From an optimization exercise on the open Yosys and OpenROAD flow, aimed at small area, a short achievable clock period and few clock cycles per item; shortcuts taken in it are not production practice.
In this exercise RTL edits were held to simulation tests only and were not proved equivalent to the original.
Power figures rest on the tool's default switching activity, not on a simulated workload.

File: flow/run.sh
#!/bin/bash
# synth_recipe.tcl (not shown) runs the flow's synth.tcl, then flattens the netlist and writes it again
# the make line also repeats each setting of config.mk as NAME=value (left out here)
make -C /OpenROAD-flow-scripts/flow DESIGN_CONFIG=/design/flow/config.mk WORK_HOME=/design/flow/orfs CLKGATE_MAP_FILE= SYNTH_SCRIPT=/design/flow/synth_recipe.tcl finish
File: flow/config.mk
export PLATFORM = sky130hd
export DESIGN_NAME = nco_phase_step
export DESIGN_NICKNAME = nco_phase_step
export VERILOG_FILES = /design/flow/design.v
export SDC_FILE = /design/flow/constraint.sdc
export NUM_CORES = 4
export LEC_CHECK = 0
export ABC_AREA = 1
export CAP_MARGIN = 20
export CORE_MARGIN = 2
export CORE_UTILIZATION = 40
export SLEW_MARGIN = 20
File: flow/constraint.sdc
create_clock -name core_clock -period 25.0 [get_ports {clk}]
set_input_delay 5.0000 -clock core_clock [delete_from_list [all_inputs] [get_ports {clk}]]
set_output_delay 5.0000 -clock core_clock [all_outputs]
set_load 0.01 [all_outputs]
File: flow/design.v
module nco_phase_step (
    input  wire        clk,
    input  wire        rst,         
    input  wire        in_valid,
    output wire        in_ready,
    input  wire [63:0] phase_in,
    input  wire [63:0] inc_in,
    output wire        out_valid,
    output reg  [63:0] phase_out,
    output reg  [31:0] p_out
);
    localparam [63:0] NAN64 = 64'h7FF8000000000000;
    localparam [31:0] NAN32 = 32'h7FC00000;
    localparam [53:0] YM1   = {1'b0, 1'b1, 52'h921FB54442D18};    
    localparam [53:0] YM2   = {1'b1, 52'h921FB54442D18, 1'b0};    
    reg         busy_q;
    assign in_ready = ~busy_q;
    wire accept = in_valid & ~busy_q;
    wire [10:0] i_ae = phase_in[62:52];
    wire [10:0] i_be = inc_in[62:52];
    wire in_slow = (i_ae >= 11'd1026) | (i_be >= 11'd1026) | (phase_in[63] ^ inc_in[63]);
    reg         r0_valid, r0_slow;
    reg  [63:0] r0_a, r0_b;
    always @(posedge clk) begin
        r0_valid <= ~rst & accept;
        r0_slow  <= in_slow;
        r0_a     <= phase_in;
        r0_b     <= inc_in;
    end
    wire [10:0] a_e = r0_a[62:52];
    wire [10:0] b_e = r0_b[62:52];
    wire [10:0] a_ee = (a_e == 11'd0) ? 11'd1 : a_e;
    wire [10:0] b_ee = (b_e == 11'd0) ? 11'd1 : b_e;
    wire [11:0] d_ab = {1'b0, a_ee} - {1'b0, b_ee};
    wire [10:0] d_ba = b_ee - a_ee;
    wire        swap  = d_ab[11];                  
    wire        equal = r0_b[62:0] == r0_a[62:0];
    wire [62:0] bgo   = swap ? r0_b[62:0] : r0_a[62:0];
    wire [62:0] sml   = swap ? r0_a[62:0] : r0_b[62:0];
    wire        eff_sub = r0_a[63] ^ r0_b[63];
    wire [10:0] dd    = swap ? d_ba : d_ab[10:0];
    wire [5:0]  d     = (dd > 11'd63) ? 6'd63 : dd[5:0];
    reg  [55:0] ca;
    reg         cst;
    integer     lv;
    always @(*) begin
        ca  = {sml[62:52] != 11'd0, sml[51:0], 3'b000};
        cst = 1'b0;
        for (lv = 3; lv < 6; lv = lv + 1) begin
            if (d[lv]) begin
                cst = cst | ((ca & ((56'd1 << (1 << lv)) - 56'd1)) != 56'd0);
                ca  = ca >> (1 << lv);
            end
        end
    end
    reg         r1_valid, r1_nan, r1_slow, r1_sub, r1_zero, r1_s, r1_st;
    reg  [62:0] r1_big;
    reg  [55:0] r1_small;
    reg  [2:0]  r1_d;
    always @(posedge clk) begin
        r1_valid <= ~rst & r0_valid;
        r1_nan   <= (a_e == 11'h7FF) | (b_e == 11'h7FF);
        r1_slow  <= r0_slow;
        r1_sub   <= eff_sub;
        r1_zero  <= eff_sub & equal;
        r1_s     <= swap ? r0_b[63] : r0_a[63];
        r1_big   <= bgo;
        r1_small <= ca;
        r1_st    <= cst;
        r1_d     <= d[2:0];
    end
    wire [10:0] b_bge  = r1_big[62:52];
    wire [55:0] big_x  = {b_bge != 11'd0, r1_big[51:0], 3'b000};
    reg  [55:0] al;
    reg         stk;
    always @(*) begin
        al  = r1_small;
        stk = r1_st;
        for (lv = 0; lv < 3; lv = lv + 1) begin
            if (r1_d[lv]) begin
                stk = stk | ((al & ((56'd1 << (1 << lv)) - 56'd1)) != 56'd0);
                al  = al >> (1 << lv);
            end
        end
    end
    wire [55:0] small_x = {al[55:1], al[0] | stk};
    wire [56:0] raw = r1_sub ? ({1'b0, big_x} - {1'b0, small_x})
                             : ({1'b0, big_x} + {1'b0, small_x});
    reg         r2_valid, r2_nan, r2_slow, r2_zero, r2_s, r2_sub, r2_ee1;
    reg  [56:0] r2_raw;
    reg  [10:0] r2_ee;
    always @(posedge clk) begin
        r2_valid <= ~rst & r1_valid;
        r2_nan   <= r1_nan;
        r2_slow  <= r1_slow;
        r2_zero  <= r1_zero;
        r2_s     <= r1_s & ~r1_zero;
        r2_sub   <= r1_sub;
        r2_raw   <= raw;
        r2_ee    <= (b_bge == 11'd0) ? 11'd1 : b_bge;
        r2_ee1   <= (b_bge[10:1] == 10'd0);
    end
    wire        neg = r2_sub & r2_raw[56];
    reg  [52:0] nm;
    reg         ng, nst;
    reg  [1:0]  nsel;                  
    always @(*) begin
        if (neg) begin
            nm = ~r2_raw[55:3]; ng = 1'b1; nst = 1'b1; nsel = 2'd1;
        end else if (r2_raw[56]) begin
            nm = r2_raw[56:4]; ng = r2_raw[3]; nst = r2_raw[2] | r2_raw[1] | r2_raw[0];
            nsel = 2'd2;
        end else if (r2_raw[55] || r2_ee1) begin
            nm = r2_raw[55:3]; ng = r2_raw[2]; nst = r2_raw[1] | r2_raw[0];
            nsel = 2'd1;
        end else begin
            nm = r2_raw[54:2]; ng = r2_raw[1]; nst = r2_raw[0];
            nsel = 2'd0;
        end
    end
    wire        up   = ng & (nst | nm[0] | neg);
    wire [53:0] rm   = {1'b0, nm} + {53'd0, up};
    wire [52:0] c_m  = {rm[53] | rm[52], rm[51:0]};     
    wire [1:0]  inc  = {1'b0, rm[53]} + nsel;
    wire [11:0] c_e  = {1'b0, r2_ee} - 12'd1 + {10'd0, inc};
    wire [11:0] ee_m1 = {1'b0, r2_ee} - 12'd1;
    function automatic ge_ee(input [10:0] ee, input [1:0] i, input [11:0] t);
        ge_ee = ({1'b0, ee} + {10'd0, i}) >= t + 12'd1;
    endfunction
    wire        c_ovf  = ge_ee(r2_ee, inc, 12'd2047);
    wire        c_ge25 = ge_ee(r2_ee, inc, 12'd1025);
    wire        c_ge26 = ge_ee(r2_ee, inc, 12'd1026);
    wire        c_ge27 = ge_ee(r2_ee, inc, 12'd1027);
    wire        c_gt1  = ge_ee(r2_ee, inc, 12'd2);
    wire        c_nan  = r2_nan | c_ovf;
    wire        c_nc   = r2_slow & ~c_nan & ~r2_zero & ~c_ge25 & c_gt1;
    wire        c_lp   = r2_slow & ~c_nan & ~r2_zero & c_ge27;
    reg         r3_valid, r3_nan, r3_slow, r3_s;
    reg         r3_fm;       
    reg         r3_d26;      
    reg         r3_lp;       
    reg         r3_nc;       
    reg  [10:0] r3_e;
    reg  [52:0] r3_m;
    wire nstep = r3_nc & ~r3_m[52];
    wire loop  = r3_valid & (r3_lp | nstep);
    wire [53:0] x   = (r3_d26 | nstep) ? {r3_m, 1'b0} : {1'b0, r3_m};
    wire [54:0] dx1 = {1'b0, x} - {1'b0, YM1};
    wire [54:0] dx2 = {1'b0, x} - {1'b0, YM2};
    wire [52:0] r   = (r3_fm & ~dx2[54]) ? dx2[52:0] :
                      (r3_fm & ~dx1[54]) ? dx1[52:0] : x[52:0];
    wire e_ge1028 = (r3_e >= 11'd1028);
    always @(posedge clk) begin
        if (loop) begin
            r3_m <= r;
            r3_e <= r3_e - 11'd1;
            r3_lp <= r3_lp & e_ge1028;
            r3_nc <= r3_nc & (r3_e > 11'd2);
        end else begin
            r3_nan  <= c_nan;
            r3_slow <= r2_slow;
            r3_s    <= r2_s ^ neg;
            r3_e    <= r2_zero ? 11'd1 : c_e[10:0];
            r3_m    <= c_m;
            r3_fm   <= ~r2_zero & c_ge25;
            r3_d26  <= ~r2_zero & c_ge26;
            r3_lp   <= c_lp;
            r3_nc   <= c_nc;
        end
    end
    wire [10:0] ksub = 11'd897 - r3_e;
    reg         r4_valid, r4_nan, r4_s, r4_fm, r4_sub;
    reg  [52:0] r4_r;
    reg  [10:0] r4_eb;
    reg  [4:0]  r4_ks;
    always @(posedge clk) begin
        r4_valid <= ~rst & r3_valid & ~loop;
        r4_nan   <= r3_nan;
        r4_s     <= r3_s;
        r4_fm    <= r3_fm;
        r4_sub   <= ~r3_fm & ~(r3_m[52] & (r3_e >= 11'd897));
        r4_r     <= r;
        r4_eb    <= r3_fm ? 11'd1025 : r3_e;
        r4_ks    <= (r3_e <= 11'd871) ? 5'd26 : ksub[4:0];
    end
    reg  [5:0]  lzr;
    integer     j;
    always @(*) begin
        lzr = 6'd53;
        for (j = 0; j < 53; j = j + 1)
            if (r4_r[j]) lzr = 6'd52 - j[5:0];
    end
    wire [5:0]  lz = r4_fm ? lzr : 6'd0;
    wire [52:0] mn = r4_r << lz;
    wire [10:0] en = r4_eb - {5'd0, lz};
    wire [63:0] ph = r4_nan ? NAN64 : {r4_s, mn[52] ? en : 11'd0, mn[51:0]};
    reg  [25:0] ts;
    integer     lv2;
    always @(*) begin
        ts = {r4_r[52:29], r4_r[28], r4_r[27:0] != 28'd0};
        for (lv2 = 0; lv2 < 5; lv2 = lv2 + 1) begin
            if (r4_ks[lv2])
                ts = {26'd0, ts} >> (1 << lv2) |
                     {25'd0, (ts & ((26'd1 << (1 << lv2)) - 26'd1)) != 26'd0};
        end
    end
    wire [25:0] tn  = {mn[52:29], mn[28], mn[27:0] != 28'd0};
    wire [25:0] t   = r4_sub ? ts : tn;
    wire [10:0] e32 = en - 11'd896;
    wire [7:0]  ef  = (~r4_sub & mn[52]) ? e32[7:0] : 8'd0;
    wire        nup = t[1] & (t[0] | t[2]);
    wire [30:0] pb  = {ef, t[24:2]} + {30'd0, nup};
    wire [31:0] pn  = r4_nan ? NAN32 : {r4_s, pb};
    reg r5_valid;
    assign out_valid = r5_valid;
    always @(posedge clk) begin
        r5_valid  <= ~rst & r4_valid;
        phase_out <= ph;
        p_out     <= pn;
    end
    always @(posedge clk) begin
        if (rst) begin
            r3_valid <= 1'b0;
            busy_q   <= 1'b0;
        end else begin
            if (!loop) r3_valid <= r2_valid;
            if (accept & in_slow)
                busy_q <= 1'b1;
            else if (r3_valid & r3_slow & ~loop)
                busy_q <= 1'b0;
        end
    end
endmodule
==> results of run 1 <==
-- per-layer routing --
metal | wire (µm) | vias to the layer above | track usage (%)
li1 | - | 20700 | -
met1 | 60500 | 18200 | 33.5
met2 | 63900 | 1194 | 45.2
met3 | 6880 | 237 | 3.07
met4 | 5610 | 0 | 10.4
met5 | 0 | - | 0
-- Yosys cell counts (11+ instances only) --
library cell / n / share of area (%)
buf_1: 50 / 0.47
o21ai_0: 647 / 8.2
a31oi_1: 46 / 0.72
nand4_1: 77 / 1.2
nand2_1: 1513 / 14
a211oi_1: 11 / 0.21
ha_1: 169 / 5.3
o31ai_1: 23 / 0.43
mux2i_1: 45 / 1.1
inv_2: 18 / 0.17
or2_2: 26 / 0.41
o22ai_1: 68 / 1.1
nand3b_1: 15 / 0.28
nor2_1: 558 / 5.3
o211ai_1: 15 / 0.28
nand3_1: 548 / 6.9
o21bai_1: 13 / 0.25
nor3_1: 92 / 1.2
dfxtp_1: 572 / 29
xor2_1: 142 / 3.1
buf_2: 24 / 0.30
o21ai_1: 41 / 0.52
nand2_2: 12 / 0.19
clkbuf_1: 210 / 2.0
o221ai_1: 25 / 0.55
xnor2_1: 40 / 0.88
o21a_1: 11 / 0.21
inv_1: 836 / 7.9
nor4_1: 33 / 0.52
a21oi_1: 291 / 3.7
-- flip-flops by register name, indices dropped and copies added (netlist names), 3 cells and up --
| name | cells |
|---|---|
| r4_eb | 11 |
| r2_ee | 11 |
| r2_raw | 57 |
| r0_a | 64 |
| phase_out | 63 |
| r1_big | 63 |
| r1_d | 3 |
| r1_small | 56 |
| r4_ks | 5 |
| p_out | 32 |
| r0_b | 64 |
| r3_e | 11 |
| r4_r | 53 |
| r3_m | 53 |
-- cells in the final DEF, fill, tap and decap left out, types with 77 or more instances in the layout --
cell	netlist	final
nand2_1	1513	1508
nand4_1	77	77
dfxtp_1	572	569
nand3_1	548	546
o21ai_0	647	646
inv_1	836	833
xor2_1	142	142
ha_1	169	169
clkdlybuf4s50_1	0	228
a21oi_1	291	289
nor2_1	558	557
nor3_1	92	92
-- power by group through the flow --
stage               Clock, mW  Sequential, mW  Combinational [mW]
finish                  0.975            1.42                2.68
global route             1.04            1.45                3.01
CTS                     0.997            1.42                2.65
detailed placement          0            1.44                2.64
global placement            0            1.44                2.63
floorplan                   0            1.37                1.81
-- final timing paths --
kind | endpoint | cells past startpoint
max | r3_e[9]$_DFF_P_ | 49
min | r1_slow$_DFF_P_ | 0
max reg2reg | r3_e[9]$_DFF_P_ | 49
min reg2reg | r1_slow$_DFF_P_ | 0
-- layout make-up --
cell class | count | area share (%)
clock inverter | 38 | 1.10
timing repair buffer | 267 | 5.73
sequential | 577 | 25.8
multi-input combinational | 4574 | 52.8
tap | 1287 | 3.59
clock buffer | 76 | 3.73
antenna | 5 | 0.0279
inverter | 859 | 7.18
-- logic make-up (layout without fill, tap and decap cells) --
logic type	Yosys count	after routing	synth area share, %
AOI/OAI and AO/OA	1268	1268	17.9
buffers and inverters	1158	1240	11.2
adders and majority gates	175	175	5.63
muxes	45	45	1.13
and+or+nand+nor	2904	2904	30.9
DFF	577	577	29.2
other	0	5	0
xor gates and xnor gates	182	182	4.02
-- through the flow --
step | setup WS [ns] | util [%]
floorplan | 16.45 | -
global placement | 16.14 | 43.4
detailed placement | 15.97 | 43.4
CTS | 15.94 | 45.6
global route | 14.76 | 45.6
finish | 15.96 | 45.6
-- critical path: cells and delay by family, from the launching register on --
| family | cells | cell delay (ns) |
|---|---|---|
| compound gates | 6 | 1.03 |
| xor+xnor | 1 | 0.47 |
| fa+ha+maj | 5 | 1.15 |
| buf+inv | 8 | 0.96 |
| flops | 1 | 0.31 |
| simple gates | 29 | 4.97 |
==> impl_metrics.sql, run 1 <==
INSERT INTO impl_metrics (metric_group, metric, value, unit) VALUES
('routing', 'number_of_detailed_route_iterations_in_the_first_pass', '6', ''),
('routing', 'vias', '40300', ''),
('global_routing', 'antenna_violations_before_repair', '3', ''),
('cells_and_area', 'flow.area_growth_from_synthesis', '13.1', '%'),
('global_routing', 'largest_net_degree_at_the_start_of_global_routing', '118', ''),
('min_path', 'timing.hold.worst.start', 'r0_slow$_DFF_P_', ''),
('cells_and_area', 'design_area', '44900', 'µm²'),
('cells_and_area', 'fin_nets', '6646', ''),
('routing', 'antenna_left', '0', ''),
('routing', 'drt_wl_total', '137000', 'µm'),
('routing', 'final_routed_wire_length_divided_by_cell_count', '17.8', 'µm'),
('placement', 'placement.cell_area', '42700', 'µm²'),
('cells_and_area', 'layout-drive-gt1-share', '4.12', '%'),
('cts', 'clk_pin_slew', '0.06', 'ns'),
('outcome', 'outcome', 'finished clean', ''),
('logic_synthesis', 'postSynth.topFlopCell', 'dfxtp_1', ''),
('logic_synthesis', 'syn_inst', '6309', ''),
('floorplanning', 'core_area', '98400', 'µm²'),
('setup_path', 'rrSetupSlack', '15.96', 'ns'),
('power', 'cellLeakagePower', '21.3', 'nW'),
('sta', 'clock.fmax', '111', 'MHz'),
('sta', 'rsz0062_at_grt', 'false', ''),
('setup_path', 'worst-path-max-fanout', '56', ''),
('placement', 'placedCellCount', '7564', ''),
('setup_path', 'crit_type', 'flop to flop', ''),
('setup_path', 'setup.worst_path.start', 'r2_raw[56]$_DFF_P_', ''),
('cts', 'hold_buffers', '0', ''),
('placement', 'port_buffers', '228', ''),
('sta', 'max_slew_margin', '29.7', '%'),
('power', 'internal_power', '2.65', 'mW'),
('power', 'combinationalPowerShare', '52.9', '%'),
('min_path', 'worstHoldPathType', 'flop to flop', ''),
('cts', 'cts_inserted_buffers', '61', ''),
('logic_synthesis', 'yosysSeqAreaShare', '29.2', '%'),
('floorplanning', 'ioPinCount', '229', ''),
('sta', 'setup-tns-final', '0', 'ns'),
('logic_synthesis', 'post_synth_cell_types', '72', ''),
('cts', 'cts_setup_buffers', '0', ''),
('setup_path', 'worst_setup_path_start_kind', 'flop', ''),
('cts', 'clkSinkCount', '577', ''),
('setup_path', 'worst_setup_path_end_kind', 'flop', ''),
('routing', 'drt-initial-drc-count', '3363', ''),
('setup_path', 'cp_slowest_stage_delay', '0.74', 'ns'),
('global_routing', 'grt_pass1_wl', '213000', 'µm'),
('logic_synthesis', 'yosys_register_bits', '577', ''),
('cts', 'tritoncts', 'yes', ''),
('cts', 'postCtsResizedCells', '0', ''),
('setup_path', 'cpMostUsedCell', 'nor2_1', ''),
('sta', 'clock_skew', '0.0219', 'ns'),
('cells_and_area', 'sequential_cell_area', '11600', 'µm²'),
('floorplanning', 'die_h', '319', 'µm'),
('floorplanning', 'std_cell_rows', '115', ''),
('global_routing', 'grt_total_ovfl', '0', ''),
('sta', 'period_share', '36.2', '%'),
('logic_synthesis', 'postSynth.asyncResetShare', '0', '%'),
('setup_path', 'cp_data_arrival_time', '9.59', 'ns'),
('logic_synthesis', 'synth_nets', '6615', ''),
('sta', 'finalHoldViolations', '0', ''),
('floorplanning', 'floorplan.initialDensity', '40.3', '%'),
('cells_and_area', 'fin_cells', '7683', ''),
('cts', 'clockRootBuffer', 'clkbuf_16', ''),
('sta', 'drv_slew', '0', ''),
('setup_path', 'cp_slowest_cell', 'nand2_2', ''),
('cells_and_area', 'multi_input_comb_area', '23700', 'µm²'),
('sta', 'timing.final.crit_period', '9.04', 'ns'),
('sta', 'hold-worst-slack', '0.329', 'ns'),
('sta', 'timing_worst_slew_pin_value', '1.05', 'ns'),
('placement', 'hpwl', '110000', 'µm'),
('power', 'seq_power_share', '27.9', '%'),
('sta', 'timing.final.setup_violations', '0', ''),
('logic_synthesis', 'syn_avg_cell_area', '6.29', 'µm²');
Testbench counts, summed over its fixed seeds: cycles 3,248, items 3,200.
==> run 2, diff against run 1 <==
--- a/flow/config.mk
+++ b/flow/config.mk
@@ -5,7 +5,6 @@
 export SDC_FILE = /design/flow/constraint.sdc
 export NUM_CORES = 4
 export LEC_CHECK = 0
-export ABC_AREA = 1
 export CAP_MARGIN = 20
 export CORE_MARGIN = 2
 export CORE_UTILIZATION = 40
==> impl_metrics.sql, run 2 <==
INSERT INTO impl_metrics (metric_group, metric, value, unit) VALUES
('logic_synthesis', 'postSynth.asyncResetShare', '0', '%'),
('cts', 'tritoncts', 'yes', ''),
('sta', 'max_slew_margin', '26.9', '%'),
('global_routing', 'first_global_vias', '38400', ''),
('logic_synthesis', 'yosysSeqAreaShare', '28.1', '%'),
('cells_and_area', 'layout.cells.most_common_list', 'nand2_1, dfxtp_1, nor2_1', ''),
('power', 'power.share.switching', '46.6', '%'),
('sta', 'rsz0062_at_grt', 'false', ''),
('logic_synthesis', 'top_cells_by_area_in_the_synthesized_netlist', 'dfxtp_1, nand2_1, ha_1', ''),
('logic_synthesis', 'synth_largest_area_cell', 'dfxtp_1', ''),
('placement', 'place_congestion', '1.03', ''),
('run', 'max_cap_violations', '0', ''),
('cells_and_area', 'layout-drive-gt1-share', '7.22', '%'),
('sta', 'setup-tns-final', '0', 'ns'),
('setup_path', 'cp_slowest_cell', 'a2111oi_0', ''),
('setup_path', 'critPathTopFamily', 'simple AND/OR/NAND/NOR gates', ''),
('cts', 'postCtsResizedCells', '0', ''),
('routing', 'antenna_left', '0', ''),
('routing', 'number_of_detailed_route_iterations_in_the_first_pass', '6', ''),
('power', 'combinationalPowerShare', '51.8', '%'),
('logic_synthesis', 'yosys.area.top_type_share', '27.7', '%'),
('setup_path', 'cp.required', '25.51', 'ns'),
('logic_synthesis', 'synth.yosys.warnings', '1', ''),
('placement', 'port_buffers', '228', ''),
('routing', 'drt-vias-per-instance', '5.98', ''),
('logic_synthesis', 'synth_enable_flop_cells', '5', ''),
('floorplanning', 'die_outline_area', '106000', 'µm²'),
('floorplanning', 'std_cell_rows', '117', ''),
('power', 'power-per-cell-area', '111', 'nW/µm²'),
('sta', 'clock_skew', '0.0278', 'ns'),
('outcome', 'outcome', 'finished clean', ''),
('global_routing', 'grt_total_ovfl', '0', ''),
('cts', 'clk_pin_slew', '0.06', 'ns'),
('cts', 'hold_buffers', '0', ''),
('setup_path', 'worst_setup_path_end_kind', 'flop', ''),
('cells_and_area', 'fin_nets', '5696', ''),
('setup_path', 'worst_setup_path_start_kind', 'flop', ''),
('power', 'clock_power_share', '19.5', '%'),
('logic_synthesis', 'syn_avg_cell_area', '7.64', 'µm²'),
('global_routing', 'largest_net_degree_at_the_start_of_global_routing', '135', ''),
('power', 'cellLeakagePower', '19.0', 'nW'),
('routing', 'vias', '40700', ''),
('cts', 'cts_inserted_buffers', '68', ''),
('power', 'power.ir.vdd_worst', '0.0000582', 'V'),
('sta', 'period_share', '29.1', '%'),
('setup_path', 'setup.worst_path.start', 'r2_raw[56]$_DFF_P_', ''),
('floorplanning', 'ioPinCount', '229', ''),
('setup_path', 'path_buf_inv', '4', ''),
('logic_synthesis', 'yosys-top-cells-count', 'nand2_1, dfxtp_1, nor2_1', ''),
('sta', 'drv_slew', '0', ''),
('global_routing', 'grt_pass1_wl', '238000', 'µm'),
('setup_path', 'cp_data_arrival_time', '7.80', 'ns'),
('cts', 'clock_insertion_delay_worst_skew', '0.63', 'ns'),
('setup_path', 'crit_type', 'flop to flop', ''),
('sta', 'finalHoldViolations', '0', ''),
('placement', 'hpwl', '124000', 'µm'),
('logic_synthesis', 'post_synth_instance_area', '41300', 'µm²'),
('power', 'total_power_draw', '5.18', 'mW'),
('cells_and_area', 'final_common_cell', 'nand2_1', ''),
('power', 'internal_power', '2.76', 'mW'),
('floorplanning', 'core_area', '102000', 'µm²'),
('global_routing', 'groute.usage.overall', '28.8', '%'),
('power', 'p_sw', '2.42', 'mW'),
('cts', 'clockBufferDepth', '3', ''),
('logic_synthesis', 'syn_inst', '5402', ''),
('routing', 'drt-initial-drc-count', '4253', ''),
('sta', 'timing.final.crit_period', '7.29', 'ns'),
('min_path', 'worstHoldPathType', 'flop to flop', ''),
('routing', 'final_routed_wire_length_divided_by_cell_count', '23.3', 'µm'),
('cts', 'cts_setup_buffers', '0', ''),
('setup_path', 'cp_slowest_stage_delay', '0.84', 'ns'),
('cts', 'clkSinkCount', '577', ''),
('routing', 'drt_wl_total', '159000', 'µm'),
('setup_path', 'worst-path-max-fanout', '87', ''),
('sta', 'timing_worst_slew_pin_value', '1.09', 'ns'),
('cells_and_area', 'biggestRegsByFlops', 'r0_a (64), r0_b (64)', ''),
('floorplanning', 'die_w', '325', 'µm'),
('logic_synthesis', 'yosys_register_bits', '577', ''),
('cts', 'htree_num_levels', '3', ''),
('cells_and_area', 'design_area', '46500', 'µm²'),
('sta', 'timing.final.setup_violations', '0', ''),
('logic_synthesis', 'postSynth.topFlopCell', 'dfxtp_1', ''),
('power', 'seq_power_share', '28.7', '%'),
('logic_synthesis', 'post_synth_cell_types', '116', ''),
('placement', 'placement.cell_area', '44200', 'µm²'),
('routing', 'drcViolationCount', '0', ''),
('cts', 'clockRootBuffer', 'clkbuf_16', ''),
('min_path', 'timing.hold.worst.start', 'r1_slow$_DFF_P_', ''),
('cells_and_area', 'flow.area_growth_from_synthesis', '12.7', '%'),
('floorplanning', 'die_h', '325', 'µm'),
('logic_synthesis', 'post-synth-top-count-cell', 'nand2_1', ''),
('logic_synthesis', 'synth_nets', '5708', ''),
('sta', 'clock.fmax', '137', 'MHz'),
('setup_path', 'r2r_start', 'r2_raw[56]$_DFF_P_', ''),
('floorplanning', 'floorplan.initialDensity', '40.5', '%'),
('global_routing', 'antenna_violations_before_repair', '3', '');
run 2: cell types whose count changed in the layout (fill, tap and decap cells not counted), moves of 129 or more:
cell | previous run | this run
inv_1 | 833 | 210
o21ai_0 | 646 | 318
nand2_1 | 1508 | 809
nand3_1 | 546 | 176
xnor2_1 | 40 | 169
mux2i_1 | 45 | 182
run 2: power by group through the flow:
stage / Sequential, mW / Clock [mW] / Combinational, mW
CTS: 1.48 / 1.03 / 2.62
detailed placement: 1.50 / 0 / 2.61
finish: 1.49 / 1.01 / 2.68
global route: 1.52 / 1.07 / 2.87
global placement: 1.50 / 0 / 2.62
floorplan: 1.36 / 0 / 1.76
run 2: through the flow:
step / utilization [%] / worst slack (ns) / std cells / hold slack, ns
2_1_floorplan: - / 17.29 / 5402 / 0.310
3_3_place_gp: 43.3 / 17.69 / 6687 / 0.310
3_5_place_dp: 43.3 / 17.64 / 6687 / 0.312
4_1_cts: 45.6 / 17.65 / 6807 / 0.321
5_1_grt: 45.6 / 16.89 / 6808 / 0.334
6_report: 45.6 / 17.71 / 6809 / 0.325
run 2: worst paths after layout:
| path | depth (start not counted) | slack [ns] | to |
|---|---|---|---|
| max | 26 | 17.71 | r3_nc$_DFF_P_ |
| min | 0 | 0.33 | r2_slow$_DFF_P_ |
| max reg2reg | 26 | 17.71 | r3_nc$_DFF_P_ |
| min reg2reg | 0 | 0.33 | r2_slow$_DFF_P_ |
run 2: cells by family after synthesis:
family	after synthesis	share of synthesized area (%)
flip-flops	577	28.1
buffers and inverters	584	5.70
adder cells (fa/ha/maj)	175	5.41
XOR/XNOR	265	5.62
multiplexers	313	9.47
AND/OR/NAND/NOR	2086	23.7
AO/OA/AOI/OAI	1402	22.0
run 2: area by class of cell:
class | count | area [µm²]
Multi-Input combinational cell | 4241 | 27400
Sequential cell | 577 | 11600
Clock inverter | 30 | 332
Tap cell | 1368 | 1710
Fill cell | 10300 | 55500
Timing Repair Buffer | 283 | 2710
Antenna cell | 1 | 2.50
Inverter | 219 | 825
Clock buffer | 90 | 1950
run 2: metal layers:
layer | vias to the layer above | part of all wire (%) | global-route usage [%]
met4 | 0 | 6.6 | 16.7
met5 | - | 0 | 0
met2 | 1771 | 46 | 47.9
li1 | 19300 | - | -
met1 | 19200 | 41 | 35.9
met3 | 442 | 6.5 | 3.79
==> run 3, diff against run 2 <==
--- a/flow/design.v
+++ b/flow/design.v
@@ -13,9 +13,9 @@
     localparam [31:0] NAN32 = 32'h7FC00000;
     localparam [53:0] YM1   = {1'b0, 1'b1, 52'h921FB54442D18};    
     localparam [53:0] YM2   = {1'b1, 52'h921FB54442D18, 1'b0};    
-    reg         busy_q;
-    assign in_ready = ~busy_q;
-    wire accept = in_valid & ~busy_q;
+    reg         ready_q;
+    assign in_ready = ready_q;
+    wire accept = in_valid & ready_q;
     wire [10:0] i_ae = phase_in[62:52];
     wire [10:0] i_be = inc_in[62:52];
     wire in_slow = (i_ae >= 11'd1026) | (i_be >= 11'd1026) | (phase_in[63] ^ inc_in[63]);
@@ -41,18 +41,24 @@
     wire [10:0] dd    = swap ? d_ba : d_ab[10:0];
     wire [5:0]  d     = (dd > 11'd63) ? 6'd63 : dd[5:0];
     reg  [55:0] ca;
-    reg         cst;
     integer     lv;
     always @(*) begin
         ca  = {sml[62:52] != 11'd0, sml[51:0], 3'b000};
-        cst = 1'b0;
-        for (lv = 3; lv < 6; lv = lv + 1) begin
-            if (d[lv]) begin
-                cst = cst | ((ca & ((56'd1 << (1 << lv)) - 56'd1)) != 56'd0);
-                ca  = ca >> (1 << lv);
-            end
-        end
-    end
+        for (lv = 3; lv < 6; lv = lv + 1)
+            if (d[lv]) ca = ca >> (1 << lv);
+    end
+    function automatic [7:0] pre_or(input [52:0] m);
+        integer k;
+        begin
+            pre_or[0] = 1'b0;
+            for (k = 1; k < 8; k = k + 1)
+                pre_or[k] = ({m, 3'b000} & ((56'd1 << (8 * k)) - 56'd1)) != 56'd0;
+        end
+    endfunction
+    wire [7:0] po_a = pre_or({a_e != 11'd0, r0_a[51:0]});
+    wire [7:0] po_b = pre_or({b_e != 11'd0, r0_b[51:0]});
+    wire [2:0] dk   = d[5:3];
+    wire       cst  = swap ? po_a[dk] : po_b[dk];
     reg         r1_valid, r1_nan, r1_slow, r1_sub, r1_zero, r1_s, r1_st;
     reg  [62:0] r1_big;
     reg  [55:0] r1_small;
@@ -121,17 +127,30 @@
     wire        up   = ng & (nst | nm[0] | neg);
     wire [53:0] rm   = {1'b0, nm} + {53'd0, up};
     wire [52:0] c_m  = {rm[53] | rm[52], rm[51:0]};     
-    wire [1:0]  inc  = {1'b0, rm[53]} + nsel;
-    wire [11:0] c_e  = {1'b0, r2_ee} - 12'd1 + {10'd0, inc};
-    wire [11:0] ee_m1 = {1'b0, r2_ee} - 12'd1;
-    function automatic ge_ee(input [10:0] ee, input [1:0] i, input [11:0] t);
-        ge_ee = ({1'b0, ee} + {10'd0, i}) >= t + 12'd1;
+    wire [10:0] e_m1 = r2_ee - 11'd1;
+    wire [10:0] e_p1 = r2_ee + 11'd1;
+    wire [10:0] e_p2 = r2_ee + 11'd2;
+    wire [10:0] e_lo = (nsel == 2'd0) ? e_m1 : (nsel == 2'd1) ? r2_ee : e_p1;
+    wire [10:0] e_hi = (nsel == 2'd0) ? r2_ee : (nsel == 2'd1) ? e_p1 : e_p2;
+    wire [10:0] c_e  = rm[53] ? e_hi : e_lo;
+    function automatic ge_ee(input [10:0] ee, input [1:0] ns, input cy, input [11:0] t);
+        reg [3:0] g;
+        reg       h0, h1;
+        begin
+            g[0] = {1'b0, ee} >= t + 12'd1;
+            g[1] = {1'b0, ee} >= t;
+            g[2] = {1'b0, ee} >= t - 12'd1;
+            g[3] = {1'b0, ee} >= t - 12'd2;
+            h0 = g[ns];
+            h1 = g[ns + 2'd1];
+            ge_ee = cy ? h1 : h0;
+        end
     endfunction
-    wire        c_ovf  = ge_ee(r2_ee, inc, 12'd2047);
-    wire        c_ge25 = ge_ee(r2_ee, inc, 12'd1025);
-    wire        c_ge26 = ge_ee(r2_ee, inc, 12'd1026);
-    wire        c_ge27 = ge_ee(r2_ee, inc, 12'd1027);
-    wire        c_gt1  = ge_ee(r2_ee, inc, 12'd2);
+    wire        c_ovf  = ge_ee(r2_ee, nsel, rm[53], 12'd2047);
+    wire        c_ge25 = ge_ee(r2_ee, nsel, rm[53], 12'd1025);
+    wire        c_ge26 = ge_ee(r2_ee, nsel, rm[53], 12'd1026);
+    wire        c_ge27 = ge_ee(r2_ee, nsel, rm[53], 12'd1027);
+    wire        c_gt1  = ge_ee(r2_ee, nsel, rm[53], 12'd2);
     wire        c_nan  = r2_nan | c_ovf;
     wire        c_nc   = r2_slow & ~c_nan & ~r2_zero & ~c_ge25 & c_gt1;
     wire        c_lp   = r2_slow & ~c_nan & ~r2_zero & c_ge27;
@@ -160,7 +179,7 @@
             r3_nan  <= c_nan;
             r3_slow <= r2_slow;
             r3_s    <= r2_s ^ neg;
-            r3_e    <= r2_zero ? 11'd1 : c_e[10:0];
+            r3_e    <= r2_zero ? 11'd1 : c_e;
             r3_m    <= c_m;
             r3_fm   <= ~r2_zero & c_ge25;
             r3_d26  <= ~r2_zero & c_ge26;
@@ -221,13 +240,13 @@
     always @(posedge clk) begin
         if (rst) begin
             r3_valid <= 1'b0;
-            busy_q   <= 1'b0;
+            ready_q  <= 1'b1;
         end else begin
             if (!loop) r3_valid <= r2_valid;
             if (accept & in_slow)
-                busy_q <= 1'b1;
+                ready_q <= 1'b0;
             else if (r3_valid & r3_slow & ~loop)
-                busy_q <= 1'b0;
+                ready_q <= 1'b1;
         end
     end
 endmodule
--- a/flow/config.mk
+++ b/flow/config.mk
@@ -7,5 +7,5 @@
 export LEC_CHECK = 0
 export CAP_MARGIN = 20
 export CORE_MARGIN = 2
-export CORE_UTILIZATION = 40
+export CORE_UTILIZATION = 60
 export SLEW_MARGIN = 20
==> impl_metrics.sql, run 3 <==
INSERT INTO impl_metrics (metric_group, metric, value, unit) VALUES
('floorplanning', 'floorplan.initialDensity', '60.5', '%'),
('routing', 'antenna_left', '0', ''),
('min_path', 'whs_path_depth', '0', ''),
('outcome', 'outcome', 'finished clean', ''),
('sta', 'finalHoldViolations', '0', ''),
('setup_path', 'crit_type', 'flop to flop', ''),
('global_routing', 'first_global_vias', '37500', ''),
('logic_synthesis', 'syn_inst', '5295', ''),
('setup_path', 'rr_worst_depth', '21', ''),
('routing', 'drcViolationCount', '0', ''),
('setup_path', 'worst_setup_path_start_kind', 'flop', ''),
('logic_synthesis', 'post_synth_cell_types', '133', ''),
('sta', 'timing_worst_slew_pin_value', '1.11', 'ns'),
('sta', 'drv_slew', '0', ''),
('cells_and_area', 'biggestRegsByFlops', 'phase_out (64), r0_a (64), r0_b (64)', ''),
('logic_synthesis', 'postSynth.asyncResetShare', '0', '%'),
('run', 'max_cap_violations', '0', ''),
('cts', 'htree_num_levels', '2', ''),
('sta', 'timing.final.setup_violations', '0', ''),
('logic_synthesis', 'synth.yosys.warnings', '1', ''),
('sta', 'clock.fmax', '146', 'MHz'),
('cells_and_area', 'final_common_cell', 'nand2_1', ''),
('logic_synthesis', 'synth_largest_area_cell', 'dfxtp_1', ''),
('logic_synthesis', 'postSynth.topFlopCell', 'dfxtp_1', ''),
('sta', 'timing.final.crit_period', '6.83', 'ns'),
('logic_synthesis', 'synth_enable_flop_cells', '5', ''),
('sta', 'max_slew_margin', '25.2', '%'),
('cts', 'postCtsResizedCells', '0', ''),
('cells_and_area', 'fin_nets', '5547', ''),
('floorplanning', 'die_outline_area', '71300', 'µm²'),
('logic_synthesis', 'top_cells_by_area_in_the_synthesized_netlist', 'dfxtp_1, nand2_1, mux2i_1', ''),
('setup_path', 'worst_setup_path_end_kind', 'flop', ''),
('cells_and_area', 'n_antenna_cell', '0', ''),
('sta', 'clock_skew', '0.0658', 'ns'),
('cts', 'cts_inserted_buffers', '59', ''),
('min_path', 'worstHoldPathType', 'flop to flop', ''),
('global_routing', 'groute.usage.overall', '40.2', '%'),
('setup_path', 'r2r_start', 'r0_a[54]$_DFF_P_', ''),
('routing', 'drt-initial-drc-count', '4965', ''),
('cts', 'clock_insertion_delay_worst_skew', '0.68', 'ns'),
('cells_and_area', 'multi_input_comb_area', '27400', 'µm²'),
('setup_path', 'cp.required', '25.49', 'ns'),
('setup_path', 'regToRegEndpoint', 'r1_small[5]$_DFF_P_', ''),
('cells_and_area', 'layout-drive-gt1-share', '7.60', '%'),
('cells_and_area', 'sequential_cell_area', '11600', 'µm²'),
('power', 'internal_power', '2.63', 'mW'),
('logic_synthesis', 'post_synth_instance_area', '41500', 'µm²'),
('sta', 'period_share', '27.3', '%'),
('power', 'p_sw', '2.27', 'mW'),
('cts', 'tritoncts', 'yes', ''),
('logic_synthesis', 'yosys.area.top_type_share', '27.6', '%'),
('routing', 'drt-vias-per-instance', '6.57', ''),
('cts', 'clockBufferDepth', '3', ''),
('sta', 'rsz0062_at_grt', 'false', ''),
('power', 'cellLeakagePower', '19.0', 'nW'),
('placement', 'hpwl', '113000', 'µm'),
('power', 'power.share.switching', '46.4', '%'),
('global_routing', 'antenna_violations_before_repair', '2', ''),
('cts', 'clkSinkCount', '577', ''),
('floorplanning', 'die_h', '267', 'µm'),
('placement', 'port_buffers', '228', ''),
('power', 'combinationalPowerShare', '50.9', '%'),
('cells_and_area', 'layout.cells.most_common_list', 'nand2_1, dfxtp_1, nor2_1', ''),
('power', 'power.ir.vdd_worst', '0.0000633', 'V'),
('global_routing', 'grt_total_ovfl', '0', ''),
('routing', 'vias', '41000', ''),
('routing', 'number_of_detailed_route_iterations_in_the_first_pass', '9', ''),
('cts', 'cts_setup_buffers', '0', ''),
('sta', 'setup-tns-final', '0', 'ns'),
('logic_synthesis', 'syn_avg_cell_area', '7.84', 'µm²'),
('cells_and_area', 'flow.area_growth_from_synthesis', '10.2', '%'),
('placement', 'place_congestion', '1.04', ''),
('floorplanning', 'ioPinCount', '229', ''),
('cts', 'hold_buffers', '0', ''),
('power', 'seq_power_share', '30.0', '%'),
('cells_and_area', 'design_area', '45700', 'µm²'),
('floorplanning', 'std_cell_rows', '96', ''),
('logic_synthesis', 'yosys_register_bits', '577', ''),
('routing', 'final_routed_wire_length_divided_by_cell_count', '23.8', 'µm'),
('floorplanning', 'core_area', '68600', 'µm²'),
('logic_synthesis', 'yosysSeqAreaShare', '28.0', '%'),
('cts', 'clockRootBuffer', 'clkbuf_16', ''),
('global_routing', 'grt_pass1_wl', '223000', 'µm'),
('power', 'clock_power_share', '19.1', '%'),
('logic_synthesis', 'synth_nets', '5587', ''),
('cells_and_area', 'fin_util', '66.7', '%'),
('cts', 'clk_pin_slew', '0.07', 'ns'),
('placement', 'placement.cell_area', '43600', 'µm²'),
('min_path', 'timing.hold.worst.start', 'r1_nan$_DFF_P_', ''),
('routing', 'drt_wl_total', '148000', 'µm'),
('setup_path', 'rrSetupSlack', '18.17', 'ns'),
('logic_synthesis', 'post-synth-top-count-cell', 'nand2_1', ''),
('cells_and_area', 'fillers', '5893', ''),
('power', 'power-per-cell-area', '107', 'nW/µm²'),
('logic_synthesis', 'yosys-top-cells-count', 'nand2_1, dfxtp_1, nor2_1', ''),
('global_routing', 'largest_net_degree_at_the_start_of_global_routing', '113', ''),
('setup_path', 'cp_data_arrival_time', '7.33', 'ns'),
('min_path', 'worstHoldEndpoint', 'r2_nan$_DFF_P_', ''),
('floorplanning', 'die_w', '267', 'µm'),
('setup_path', 'worst-path-max-fanout', '59', '');
run 3: critical path, cell delays in order, from the launching register on:
cell and delay, ns:
dfxtp_1 0.38, nor4_1 0.30, nand3_1 0.25, nand2b_1 0.16
inv_1 0.05, ha_1 0.18, nor2b_1 0.11, o21ai_0 0.12
a21oi_1 0.23, nor4_1 0.08, o31a_1 0.39, o21ai_4 0.29
buf_4 0.60, mux2_2 0.40, a22oi_1 0.34, mux2i_1 0.25
a211o_1 0.15, and2_1 0.57, nand3_1 0.86, a31o_2 0.50
a311oi_1 0.31, a221oi_1 0.09
run 3: cell type report:
class | count | share of cell area [%]
clock inverter | 32 | 0.966
inverter | 227 | 1.87
clock buffer | 75 | 3.56
multi-input combinational | 4118 | 59.9
tap | 931 | 2.55
timing repair buffer | 272 | 5.72
sequential | 577 | 25.4
run 3: worst max path at each step:
stage,to,depth (start not counted),slack (ns),start
2_1_floorplan,ready_q$_SDFFE_PP1P_,4,19.13,inc_in[58]
3_3_place_gp,r1_small[5]$_DFF_P_,21,18.44,r0_a[54]$_DFF_P_
6_report,r1_small[5]$_DFF_P_,21,18.17,r0_a[54]$_DFF_P_
3_5_place_dp,r1_small[5]$_DFF_P_,21,18.29,r0_a[54]$_DFF_P_
4_1_cts,r1_small[5]$_DFF_P_,21,18.25,r0_a[54]$_DFF_P_
5_1_grt,r1_small[5]$_DFF_P_,21,17.65,r0_a[54]$_DFF_P_
run 3: logic make-up (layout without fill, tap and decap cells):
family	count (synthesis)	after routing	synth area share, %
adders and majority gates	161	161	4.93
xor gates and xnor gates	281	281	5.93
muxes	350	350	10.3
AOI/OAI and AO/OA	1384	1384	22.5
and+or+nand+nor	1942	1942	22.2
buffers and inverters	600	606	6.20
DFF	577	577	28.0
run 3: stage by stage:
stage / setup slack [ns] / power [mW] / hold WS (ns) / std cells
finish: 18.17 / 4.90 / 0.328 / 6232
global route: 17.65 / 5.12 / 0.337 / 6232
CTS: 18.25 / 4.80 / 0.328 / 6232
detailed placement: 18.29 / 3.86 / 0.312 / 6125
global placement: 18.44 / 3.86 / 0.311 / 6125
floorplan: 19.13 / 2.99 / 0.310 / 5295
run 3: layer usage:
metal	GRT usage (%)	wire, µm
met1	47.8	55400
met4	28.7	12400
met5	0	0
met2	66.1	68300
met3	6.40	12100
run 3: power groups by stage:
stage | Combinational (mW) | Clock [mW] | Sequential, mW
floorplan | 1.64 | 0 | 1.35
global placement | 2.39 | 0 | 1.47
detailed placement | 2.39 | 0 | 1.47
CTS | 2.40 | 0.945 | 1.45
global route | 2.64 | 0.984 | 1.49
finish | 2.50 | 0.936 | 1.47
Testbench counts of run 3, summed over its fixed seeds: cycles 3,248, items 3,200.
==> run 4, diff against run 3 <==
--- a/flow/config.mk
+++ b/flow/config.mk
@@ -7,5 +7,5 @@
 export LEC_CHECK = 0
 export CAP_MARGIN = 20
 export CORE_MARGIN = 2
-export CORE_UTILIZATION = 60
+export CORE_UTILIZATION = 40
 export SLEW_MARGIN = 20
==> impl_metrics.sql, run 4 <==
INSERT INTO impl_metrics (metric_group, metric, value, unit) VALUES
('global_routing', 'grt_pass1_wl', '230000', 'µm'),
('placement', 'port_buffers', '228', ''),
('sta', 'finalHoldViolations', '0', ''),
('logic_synthesis', 'top_cells_by_area_in_the_synthesized_netlist', 'dfxtp_1, nand2_1, mux2i_1', ''),
('setup_path', 'worst-path-max-fanout', '74', ''),
('routing', 'drt_wl_total', '151000', 'µm'),
('cts', 'postCtsResizedCells', '0', ''),
('cells_and_area', 'layout.cells.most_common_list', 'nand2_1, dfxtp_1, nor2_1', ''),
('cts', 'htree_num_levels', '3', ''),
('power', 'total_power_draw', '4.99', 'mW'),
('power', 'cellLeakagePower', '19.3', 'nW'),
('logic_synthesis', 'postSynth.asyncResetShare', '0', '%'),
('sta', 'rsz0062_at_grt', 'false', ''),
('floorplanning', 'die_outline_area', '106000', 'µm²'),
('logic_synthesis', 'synth_enable_flop_cells', '5', ''),
('outcome', 'outcome', 'finished clean', ''),
('global_routing', 'grt_total_ovfl', '0', ''),
('cts', 'clk_pin_slew', '0.06', 'ns'),
('cts', 'tritoncts', 'yes', ''),
('routing', 'antenna_left', '0', ''),
('setup_path', 'cp_data_arrival_time', '7.65', 'ns'),
('setup_path', 'cp_slowest_cell', 'nand3_1', ''),
('routing', 'drcViolationCount', '0', ''),
('global_routing', 'antenna_violations_before_repair', '2', ''),
('logic_synthesis', 'yosys.area.top_type_share', '27.6', '%'),
('floorplanning', 'core_area', '103000', 'µm²'),
('cts', 'clockBufferDepth', '3', ''),
('routing', 'final_routed_wire_length_divided_by_cell_count', '22.6', 'µm'),
('setup_path', 'worst_setup_path_start_kind', 'flop', ''),
('floorplanning', 'die_w', '326', 'µm'),
('sta', 'timing.final.setup_violations', '0', ''),
('floorplanning', 'ioPinCount', '229', ''),
('setup_path', 'worst_setup_path_end_kind', 'flop', ''),
('logic_synthesis', 'synth.yosys.warnings', '1', '');
-- run 4: cell counts after synthesis --
No cell type changed its count.
-- run 4: final cells by class --
type                            count  area [µm²]
Fill cell                       10400       56500
Multi-Input combinational cell   4118       27400
Sequential cell                   577       11600
Timing Repair Buffer              281        2680
Clock buffer                       89        1980
Tap cell                         1380        1730
Inverter                          227         855
Clock inverter                     36         492
Antenna cell                        1        2.50
-- run 4: per-layer routing --
layer  GRT usage [%]  routed length, µm  vias to the layer above  part of all wire (%)
met5               0                 12                        -                0.0079
met4            16.0               9800                        2                   6.5
met3            3.63               9180                      404                   6.1
met2            43.6              67200                     1616                    44
met1            35.9              65300                    18900                    43
li1                -                  -                    19000                     -
-- run 4: cells by family (layout without fill, tap and decap cells) --
kind of cell / Yosys count / after routing / synth area share (%)
and+or+nand+nor: 1942 / 1942 / 22.2
AOI/OAI and AO/OA: 1384 / 1384 / 22.5
buffers and inverters: 600 / 633 / 6.20
DFF: 577 / 577 / 28.0
muxes: 350 / 350 / 10.3
xor gates and xnor gates: 281 / 281 / 5.93
adders and majority gates: 161 / 161 / 4.93
other: 0 / 1 / 0
-- run 4: stage by stage --
stage                     setup slack, ns  hold WS [ns]  std cells  area [µm²]  utilization (%)
after global placement              18.04         0.312       6583       44300             42.9
after floorplan                     19.13         0.310       5295       41500                -
after detailed placement            17.99         0.318       6583       44300             42.9
after global routing                17.23         0.338       6709       46700             45.3
after CTS                           17.95         0.327       6708       46700             45.3
final                               17.85         0.325       6709       46700             45.3
-- run 4: where the power goes --
group          internal [mW]  leakage [nW]  switching [mW]  total, mW
sequential              1.16          4.85           0.302       1.47
combinational          0.926          13.2            1.53       2.45
clock                  0.649          1.20           0.426       1.08
-- run 4: final timing paths --
path | to | startpoint | depth (start not counted)
worst min-delay path | r2_slow$_DFF_P_ | r1_slow$_DFF_P_ | 0
worst max-delay path | r1_small[6]$_DFF_P_ | r0_b[53]$_DFF_P_ | 20
worst max register to register | r1_small[6]$_DFF_P_ | r0_b[53]$_DFF_P_ | 20
worst min register to register | r2_slow$_DFF_P_ | r1_slow$_DFF_P_ | 0
-- run 4: worst reg2reg max path, cell delays in order (launching register included) --
cell      delay (ns)
dfxtp_1         0.42
nor4_1          0.31
nand3_1         0.20
nand2b_1        0.15
ha_1            0.18
nor2b_1         0.05
o21ai_0         0.23
a21oi_1         0.14
nor4_1          0.20
o31a_1          0.36
o21a_4          0.75
buf_4           0.74
mux2i_1         0.41
a21oi_1         0.12
a311oi_1        0.25
a211o_1         0.14
and2_1          0.49
nand3_1         0.81
a31o_2          0.50
a311oi_1        0.45
a221oi_1        0.09

==> separate check: timing with driven ports <==
The results above use ideal ports. As a check the final layouts listed here were re-extracted and re-timed, cells and wires unchanged.
Step 1 (the two cells are an assumption about what drives the block):
set clk [get_ports {clk}]
set_driving_cell -lib_cell sky130_fd_sc_hd__clkbuf_16 $clk
set_driving_cell -lib_cell sky130_fd_sc_hd__buf_2 [delete_from_list [all_inputs] $clk]
Step 2 also shifts input and output timing later by t, the mid clock arrival at the registers, as if the neighbouring blocks saw the same clock.
a / b / c = ideal / step 1 / step 2; a / b = the first two.
run	t, ns	slack for setup (ns)	hold WS [ns]	worst setup path at the end	cell pins on the clock port's net
run 1	0.736	15.957 / 15.957 / 15.957	0.329 / 0.329 / 0.329	register to register	1
run 2	0.685	17.713 / 17.713 / 17.713	0.325 / 0.325 / 0.325	register to register	1
run 3	0.715	18.165 / 18.165 / 18.165	0.328 / 0.328 / 0.328	register to register	1
run 4	0.711	17.848 / 17.848 / 17.848	0.325 / 0.325 / 0.325	register to register	1
After both steps setup and hold are still met in every run listed.
